What follows belongs to an exercise in optimizing a design on an open flow for small area, a short achievable clock period and few clock cycles; a production flow would make more cautious choices.
Only simulation tests tie the RTL to the original design; equivalence was not proved.
Power figures rest on the tool's default switching activity, not on a simulated workload.

$ cat flow/run.sh
#!/bin/bash
# synth_recipe.tcl (not shown) runs the flow's synth.tcl, then flattens the netlist and writes it again
# the make line also repeats each setting of config.mk as NAME=value (left out here)
make -C /OpenROAD-flow-scripts/flow DESIGN_CONFIG=/design/flow/config.mk WORK_HOME=/design/flow/orfs CLKGATE_MAP_FILE= SYNTH_SCRIPT=/design/flow/synth_recipe.tcl finish
$ cat flow/config.mk
export PLATFORM = sky130hd
export DESIGN_NAME = mbrtu_server
export DESIGN_NICKNAME = mbrtu_server
export VERILOG_FILES = /design/flow/design.v
export SDC_FILE = /design/flow/constraint.sdc
export NUM_CORES = 4
export LEC_CHECK = 0
export CAP_MARGIN = 20
export CORE_MARGIN = 2
export CORE_UTILIZATION = 40
export SLEW_MARGIN = 20
$ cat flow/constraint.sdc
create_clock -name core_clock -period 10.0 [get_ports {clk}]
set_input_delay 2.0000 -clock core_clock [delete_from_list [all_inputs] [get_ports {clk}]]
set_output_delay 2.0000 -clock core_clock [all_outputs]
set_load 0.01 [all_outputs]
$ cat flow/design.v
module mbrtu_server (
    input  wire         clk,
    input  wire         rst,
    input  wire [7:0]   rx_data,
    input  wire         rx_valid,
    input  wire         rx_last,
    output wire         rx_ready,
    output reg  [7:0]   tx_data,
    output wire         tx_valid,
    output wire         tx_last,
    input  wire         tx_ready,
    input  wire [31:0]  di_in,
    input  wire [127:0] ir_in
);
    localparam BUF_CAP = 68;           
    localparam S_RECV    = 4'd0;
    localparam S_TRY     = 4'd1;
    localparam S_CRC     = 4'd2;
    localparam S_CMP     = 4'd3;
    localparam S_COMPACT = 4'd4;
    localparam S_HDR     = 4'd5;
    localparam S_EXEC    = 4'd6;
    localparam S_WRITE   = 4'd7;
    localparam S_TX      = 4'd8;
    reg [3:0]  state;
    reg [7:0]  rxbuf [0:BUF_CAP-1];
    reg [6:0]  len;        
    reg [6:0]  head;       
    reg [6:0]  idx;        
    reg [15:0] crc;
    reg [7:0]  unit_id;
    reg [7:0]  fc;
    reg [15:0] addr;
    reg [15:0] count;
    reg [7:0]  bcount;
    reg [2:0]  hcnt;
    reg [6:0]  dlen;       
    reg        exc;
    reg [7:0]  exc_code;
    reg [8:0]  txk;        
    reg [8:0]  body_len;   
    reg [15:0] wi;         
    reg        wphase;
    reg [7:0]  whi;
    reg [63:0] coils;
    reg [15:0] hregs [0:31];
    integer i;
    function [15:0] crc_byte(input [15:0] c, input [7:0] d);
        integer k;
        reg [15:0] r;
        begin
            r = c ^ {8'h00, d};
            for (k = 0; k < 8; k = k + 1)
                r = r[0] ? ((r >> 1) ^ 16'hA001) : (r >> 1);
            crc_byte = r;
        end
    endfunction
    wire [7:0] rd_byte = (idx < BUF_CAP) ? rxbuf[idx] : 8'h00;
    wire is_rd_bits = (fc == 8'h01) || (fc == 8'h02);
    wire is_rd_regs = (fc == 8'h03) || (fc == 8'h04);
    wire is_wr_bits = (fc == 8'h0F);
    wire is_wr_regs = (fc == 8'h10);
    wire [15:0] nbytes_bits = (count + 16'd7) >> 3;
    reg ok;
    always @(*) begin
        ok = 1'b0;
        if (is_rd_bits)
            ok = (dlen == 7'd4) && (count >= 16'd1) && (count <= 16'd2000);
        else if (is_rd_regs)
            ok = (dlen == 7'd4) && (count >= 16'd1) && (count <= 16'd125);
        else if (is_wr_bits)
            ok = (dlen >= 7'd5) && (count >= 16'd1) && (count <= 16'd1968) &&
                 ({8'h00, bcount} == nbytes_bits) &&
                 ({9'h000, dlen} == 16'd5 + nbytes_bits);
        else if (is_wr_regs)
            ok = (dlen >= 7'd5) && (count >= 16'd1) && (count <= 16'd123) &&
                 ({8'h00, bcount} == {count[14:0], 1'b0}) &&
                 ({9'h000, dlen} == 16'd5 + {count[14:0], 1'b0});
    end
    wire legal_fc = is_rd_bits || is_rd_regs || is_wr_bits || is_wr_regs;
    wire [8:0]  pk   = txk - 9'd3;                
    wire [15:0] rreg = addr + {8'h00, pk[8:1]};   
    reg  [7:0]  body_byte;
    reg  [15:0] ea;
    reg  [15:0] rv;
    integer b;
    always @(*) begin
        body_byte = 8'h00;
        ea = 16'h0000;
        rv = 16'h0000;
        if (txk == 9'd0)
            body_byte = unit_id;
        else if (txk == 9'd1)
            body_byte = exc ? (fc | 8'h80) : fc;
        else if (exc)
            body_byte = exc_code;
        else if (is_wr_bits || is_wr_regs) begin
            case (txk)
                9'd2: body_byte = addr[15:8];
                9'd3: body_byte = addr[7:0];
                9'd4: body_byte = count[15:8];
                default: body_byte = count[7:0];
            endcase
        end else if (txk == 9'd2) begin
            body_byte = body_len[7:0] - 8'd3;
        end else if (is_rd_bits) begin
            for (b = 0; b < 8; b = b + 1) begin
                ea = addr + {4'h0, pk, 3'b000} + b;
                if ({4'h0, pk, 3'b000} + b < count)
                    body_byte[b] = (fc == 8'h01) ? coils[ea[5:0]] : di_in[ea[4:0]];
            end
        end else begin
            if (fc == 8'h03)
                rv = hregs[rreg[4:0]];
            else
                rv = ir_in[rreg[2:0]*16 +: 16];
            body_byte = pk[0] ? rv[7:0] : rv[15:8];
        end
    end
    assign rx_ready = (state == S_RECV);
    assign tx_valid = (state == S_TX);
    assign tx_last  = (state == S_TX) && (txk == body_len + 9'd1);
    always @(*) begin
        if (txk == body_len)
            tx_data = crc[7:0];
        else if (txk == body_len + 9'd1)
            tx_data = crc[15:8];
        else
            tx_data = body_byte;
    end
    wire [15:0] wea = addr + wi;
    always @(posedge clk) begin
        if (rst) begin
            state    <= S_RECV;
            len      <= 7'd0;
            head     <= 7'd0;
            idx      <= 7'd0;
            crc      <= 16'hFFFF;
            unit_id  <= 8'h00;
            fc       <= 8'h00;
            addr     <= 16'h0000;
            count    <= 16'h0000;
            bcount   <= 8'h00;
            hcnt     <= 3'd0;
            dlen     <= 7'd0;
            exc      <= 1'b0;
            exc_code <= 8'h00;
            txk      <= 9'd0;
            body_len <= 9'd0;
            wi       <= 16'h0000;
            wphase   <= 1'b0;
            whi      <= 8'h00;
            coils    <= 64'h0;
            for (i = 0; i < 32; i = i + 1)
                hregs[i] <= 16'h0000;
        end else begin
            case (state)
            S_RECV: begin
                if (rx_valid) begin
                    rxbuf[len] <= rx_data;
                    len <= len + 7'd1;
                    if (rx_last)
                        state <= S_TRY;
                end
            end
            S_TRY: begin
                if (len - head >= 7'd5) begin
                    crc   <= 16'hFFFF;
                    idx   <= head;
                    state <= S_CRC;
                end else begin
                    idx   <= 7'd0;
                    state <= S_COMPACT;
                end
            end
            S_CRC: begin
                if (idx == len - 7'd2)
                    state <= S_CMP;
                else begin
                    crc <= crc_byte(crc, rd_byte);
                    idx <= idx + 7'd1;
                end
            end
            S_CMP: begin
                if (crc[7:0] == rd_byte && crc[15:8] == rxbuf[idx + 7'd1]) begin
                    idx   <= head;
                    hcnt  <= 3'd0;
                    dlen  <= len - head - 7'd4;
                    state <= S_HDR;
                end else begin
                    head  <= head + 7'd1;
                    state <= S_TRY;
                end
            end
            S_COMPACT: begin
                if (idx == len - head) begin
                    len   <= len - head;
                    head  <= 7'd0;
                    state <= S_RECV;
                end else begin
                    rxbuf[idx] <= rxbuf[head + idx];
                    idx <= idx + 7'd1;
                end
            end
            S_HDR: begin
                case (hcnt)
                    3'd0: unit_id <= rd_byte;
                    3'd1: fc <= rd_byte;
                    3'd2: addr[15:8] <= rd_byte;
                    3'd3: addr[7:0] <= rd_byte;
                    3'd4: count[15:8] <= rd_byte;
                    3'd5: count[7:0] <= rd_byte;
                    default: bcount <= rd_byte;
                endcase
                idx  <= idx + 7'd1;
                hcnt <= hcnt + 3'd1;
                if (hcnt == 3'd6)
                    state <= S_EXEC;
            end
            S_EXEC: begin
                txk <= 9'd0;
                crc <= 16'hFFFF;
                wi  <= 16'h0000;
                wphase <= 1'b0;
                idx <= head + 7'd7;
                if (!legal_fc || !ok) begin
                    exc      <= 1'b1;
                    exc_code <= legal_fc ? 8'h03 : 8'h01;
                    body_len <= 9'd3;
                    state    <= S_TX;
                end else begin
                    exc <= 1'b0;
                    if (is_rd_bits) begin
                        body_len <= 9'd3 + nbytes_bits[8:0];
                        state    <= S_TX;
                    end else if (is_rd_regs) begin
                        body_len <= 9'd3 + {count[7:0], 1'b0};
                        state    <= S_TX;
                    end else begin
                        body_len <= 9'd6;
                        state    <= S_WRITE;
                    end
                end
            end
            S_WRITE: begin
                if (is_wr_bits) begin
                    coils[wea[5:0]] <= rd_byte[wi[2:0]];
                    wi <= wi + 16'd1;
                    if (wi[2:0] == 3'd7)
                        idx <= idx + 7'd1;
                    if (wi + 16'd1 == count)
                        state <= S_TX;
                end else begin
                    wphase <= ~wphase;
                    idx <= idx + 7'd1;
                    if (!wphase)
                        whi <= rd_byte;
                    else begin
                        hregs[wea[4:0]] <= {whi, rd_byte};
                        wi <= wi + 16'd1;
                        if (wi + 16'd1 == count)
                            state <= S_TX;
                    end
                end
            end
            S_TX: begin
                if (tx_ready) begin
                    txk <= txk + 9'd1;
                    if (txk < body_len)
                        crc <= crc_byte(crc, tx_data);
                    if (txk == body_len + 9'd1) begin
                        len   <= 7'd0;
                        head  <= 7'd0;
                        state <= S_RECV;
                    end
                end
            end
            default: state <= S_RECV;
            endcase
        end
    end
endmodule
==> results.txt <==
## power by group through the flow
stage	Combinational [mW]	Sequential (mW)	Clock [mW]
2_1_floorplan	4.54	6.21	0
3_3_place_gp	6.40	6.39	0
3_5_place_dp	6.43	6.39	0
4_1_cts	6.46	6.28	5.35
5_1_grt	6.78	6.30	5.56
6_report	6.50	6.28	5.29
## registers in the layout (all words and copies together), names as in the netlist, 7 cells and up, named ones only
| name | flops |
|---|---|
| rxbuf | 544 |
| hregs | 512 |
| coils | 64 |
| addr | 16 |
| count | 16 |
| crc | 16 |
| wi | 16 |
| body_len | 9 |
| txk | 9 |
| bcount | 8 |
| fc | 8 |
| unit_id | 8 |
| whi | 8 |
| dlen | 7 |
| head | 7 |
| idx | 7 |
| len | 7 |
## routing by layer
metal  share of wire, %  up-vias
met5              0.028        -
met4                5.7       10
met3                9.5      577
met2                 47     3112
met1                 38    26439
li1                   -    21440
## cell type report
class,count,area share [%]
Antenna cell,3,0.009048
Sequential cell,1280,43.65
Tap cell,2464,3.716
Clock buffer,184,4.635
Multi-Input combinational cell,3592,42.99
Inverter,73,0.3302
Clock inverter,76,0.9289
Timing Repair Buffer,330,3.732
## worst max-delay path by stage
stage	cells past startpoint	start	endpoint
after floorplan	17	addr[1]	tx_data[7]
after global placement	15	txk[0]	tx_data[7]
after detailed placement	14	txk[0]	tx_data[7]
after CTS	14	txk[0]	tx_data[7]
after global routing	14	txk[0]	tx_data[7]
final	12	txk[0]	tx_data[5]
## synth_stat cells, types with 87 or more instances
cell type | count | area share [%]
nand2_1 | 322 | 1.6
nor3_1 | 139 | 0.94
o21ai_0 | 90 | 0.61
mux4_2 | 849 | 26
nor2_1 | 692 | 3.5
nand3_1 | 100 | 0.68
clkbuf_1 | 312 | 1.6
edfxtp_1 | 1056 | 43
xnor2_1 | 137 | 1.6
a21oi_1 | 208 | 1.4
and3_1 | 285 | 2.4
dfxtp_1 | 224 | 6.1
buf_2 | 87 | 0.59
## cells by family (layout without fill, tap and decap cells)
| kind of cell | count (synthesis) | in the layout | synth area share (%) |
|---|---|---|---|
| xor gates and xnor gates | 231 | 231 | 2.852 |
| AOI/OAI and AO/OA | 589 | 589 | 5.120 |
| adders and majority gates | 91 | 91 | 1.595 |
| and+or+nand+nor | 1747 | 1747 | 11.10 |
| other | 0 | 3 | 0 |
| buffers and inverters | 538 | 663 | 3.157 |
| muxes | 934 | 934 | 27.10 |
| DFF | 1280 | 1280 | 49.07 |
## worst reg2reg max path, stage by stage, from the launching register on
cell and delay [ns]:
dfxtp_1 0.59, inv_1 0.26, ha_1 0.44, ha_4 0.21
fa_4 1.30, buf_12 0.37, buf_4 0.49, mux4_2 0.43
mux4_2 0.47, o221ai_1 0.18, nand4_1 0.25, a221oi_2 0.37
xor2_1 0.34, mux2_2 0.37, a21oi_1 0.35, xor2_1 0.20
and3_1 0.21, o32a_1 0.32
## cells in the final DEF, fill, tap and decap left out, drive strengths merged, types with 11 or more instances in the layout
master | Yosys | routed
and2 | 18 | 18
xnor2 | 138 | 138
clkinv | 7 | 57
and3 | 285 | 285
clkdlybuf4s50 | 0 | 182
nand2b | 25 | 25
a21o | 18 | 18
a22oi | 17 | 17
mux2i | 73 | 73
nor3 | 140 | 140
nor4 | 40 | 40
o22ai | 16 | 16
a31oi | 59 | 59
buf | 152 | 148
bufinv | 0 | 11
or3 | 15 | 15
clkbuf | 313 | 184
xor2 | 90 | 90
nand4 | 33 | 33
ha | 86 | 86
edfxtp | 1056 | 1056
a211oi | 30 | 30
mux2 | 12 | 12
nand3b | 11 | 11
o211ai | 25 | 25
mux4 | 849 | 849
o21a | 13 | 13
nand3 | 100 | 100
nor2 | 693 | 693
inv | 66 | 75
a21oi | 208 | 208
nor2b | 25 | 25
dfxtp | 224 | 224
nand2 | 322 | 322
a211o | 13 | 13
o21ai | 93 | 93
## per-stage QoR
step / setup slack [ns] / cells / area, um2 / hold WS, ns / power (mW)
floorplan: 3.177 / 5410 / 73760 / 0.4256 / 10.75
global placement: 1.748 / 7734 / 78200 / 0.4453 / 12.79
detailed placement: 1.609 / 7735 / 78250 / 0.4477 / 12.82
CTS: 0.7244 / 7995 / 82860 / 0.4587 / 18.09
global route: 0.6248 / 7999 / 82970 / 0.4985 / 18.64
finish: 0.7653 / 8002 / 82970 / 0.4581 / 18.08
==> results.sh <==
export IMPL_netSwitchingPower_mw=6.253
export IMPL_grt_pass1_vias=49877
export IMPL_drc=0
export IMPL_leakage_nw=27.86
export IMPL_slowest_stage="fa_4"
export IMPL_cts_root_buf="clkbuf_16"
export IMPL_path_class="flop to output port"
export IMPL_fp_dieW_um=433.4
export IMPL_crit_chain="inv_1, ha_1, ha_4, fa_4, buf_12, mux4_2, mux4_2, nor2b_1, a2111oi_2, a21o_1, a31oi_1, clkdlybuf4s50_1"
export IMPL_dr_pass1_iters=8
export IMPL_rr_endpoint="crc[15]"
export IMPL_crit_family="adder cells"
export IMPL_required_ns=8.00
export IMPL_row_count=157
export IMPL_cts_buffers=142
export IMPL_postCtsHoldBufs=0
export IMPL_top_usage_layer="met2"
export IMPL_area_growth_syn_to_layout_pct=12.49
export IMPL_status="timing/DRC/antenna clean"
export IMPL_powerDensity_mw_per_mm2=217.9
export IMPL_hpwl_mm=166.5
export IMPL_path_clk_slew_ns=0.08
export IMPL_hp_class="flop to flop"
export IMPL_utilization_pct=45.32
export IMPL_vias=51578
export IMPL_die_height_um=433.4
export IMPL_synthArstFlopShare_pct=0
export IMPL_max_freq_mhz=108.3
export IMPL_slew_limit_headroom_pct=19.25
export IMPL_holdPathEnd="exc_code[0]"
export IMPL_port_buffers=183
export IMPL_use_met2_pct=41.42
export IMPL_syn_area_mm2=0.07376
export IMPL_worst_path_most_repeated_cell="mux4_2"
export IMPL_yosys_warnings=1
export IMPL_fillers=16245
export IMPL_rsz0062_at_grt="no"
export IMPL_hold_depth=2
export IMPL_cts_tree="done"
export IMPL_grtUsageMet1_pct=34.45
export IMPL_finalSetupViolations=0
export IMPL_post_cts_buffers=0
export IMPL_layout_drive_gt1_share_pct=24.05
export IMPL_fin_setup_tns_ns=0
export IMPL_wirelength_mm=247.8
export IMPL_finalCritPeriodShare_pct=92.35
export IMPL_worstReg2RegStart="txk[0]"
export IMPL_antenna_found_initial=10
export IMPL_io_pins=184
export IMPL_synth_edf_count=1056
export IMPL_swShare_pct=34.58
export IMPL_wire_per_inst_um=30.97
export IMPL_slew_violations=0
export IMPL_critical_path_arrival_ns=7.23
export IMPL_path_buf_inv=3
export IMPL_netlist_instances=5410
export IMPL_clk_path_buf_depth=3
export IMPL_fin_nets=5683
export IMPL_grt_pass1_wl_mm=358.2
export IMPL_core_area_mm2=0.1831
export IMPL_crit_path_end_kind="output port"
export IMPL_syn_nets=5674
export IMPL_multi_input_area_mm2=0.03567
export IMPL_yosys_register_bits=1280
export IMPL_clock_latency_ns=0.79
export IMPL_grt_max_degree=113
export IMPL_rr_worst_depth=17
export IMPL_cp_start_kind="flop"
export IMPL_max_stage_delay_ns=1.30
export IMPL_ir_drop_mv=0.2100
export IMPL_avgSynthCellArea_um2=13.63
export IMPL_p_int_mw=11.83
export IMPL_vias_per_cell=6.446
export IMPL_grtUsageMet3_pct=5.139
export IMPL_gp_congestion=0.9493
export IMPL_first_iter_violations=6852
export IMPL_regArea_mm2=0.03622
export IMPL_drv_cap=0
export IMPL_clock_sinks=1280
export IMPL_min_from="exc_code[0]"
export IMPL_tightestPinTransition_ns=1.210
export IMPL_synth_distinct_cells=97
export IMPL_cts_resized=0
export IMPL_period_minus_slack_ns=9.235
export IMPL_dieArea_mm2=0.1878
export IMPL_skew_ns=0.03882
export IMPL_seq_area_frac_synth_pct=49.07
export IMPL_cp_max_fo=53
export IMPL_yosys_most_used_dff="edfxtp_1"
export IMPL_seqPwrFrac_pct=34.7
export IMPL_hold_violations=0
export IMPL_reg2reg_setup_slack_ns=2.74
export IMPL_p_clk_share_pct=29.3
export IMPL_h_tree_depth=4
export IMPL_p_comb_share_pct=36.0
export IMPL_start_util_pct=40.29
export IMPL_grt_use_total_pct=26.17
export IMPL_ant_nets=0
export IMPL_grt_overflow=0
Testbench counts, summed over its fixed seeds: cycles 214,342.

==> re-timing with driven ports <==
In the flow no input, the clock included, has a driving cell. The finished layout below was timed again as built, in two steps.
Step 1 sets driving cells, clkbuf_16 on the clock port and buf_2 on the other inputs (assumed; they add their load-dependent delay and slew).
Step 2 moves the port delays by t, midway between the first and last clock arrival at a register: inputs arrive t later, outputs are due t later. That takes back most of the time a late clock gives input paths.
Three values: ideal ports, drivers, drivers and shift; two values: the first two.
t, ns: 0.849
setup WS [ns]: 0.765 / 0.686 / 1.535
hold slack, ns: 0.458 / 0.458 / 0.458
After both steps setup and hold are still met in this run. The setup slack of this run moves by -0.079 ns with the drivers and by +0.770 ns with both steps.
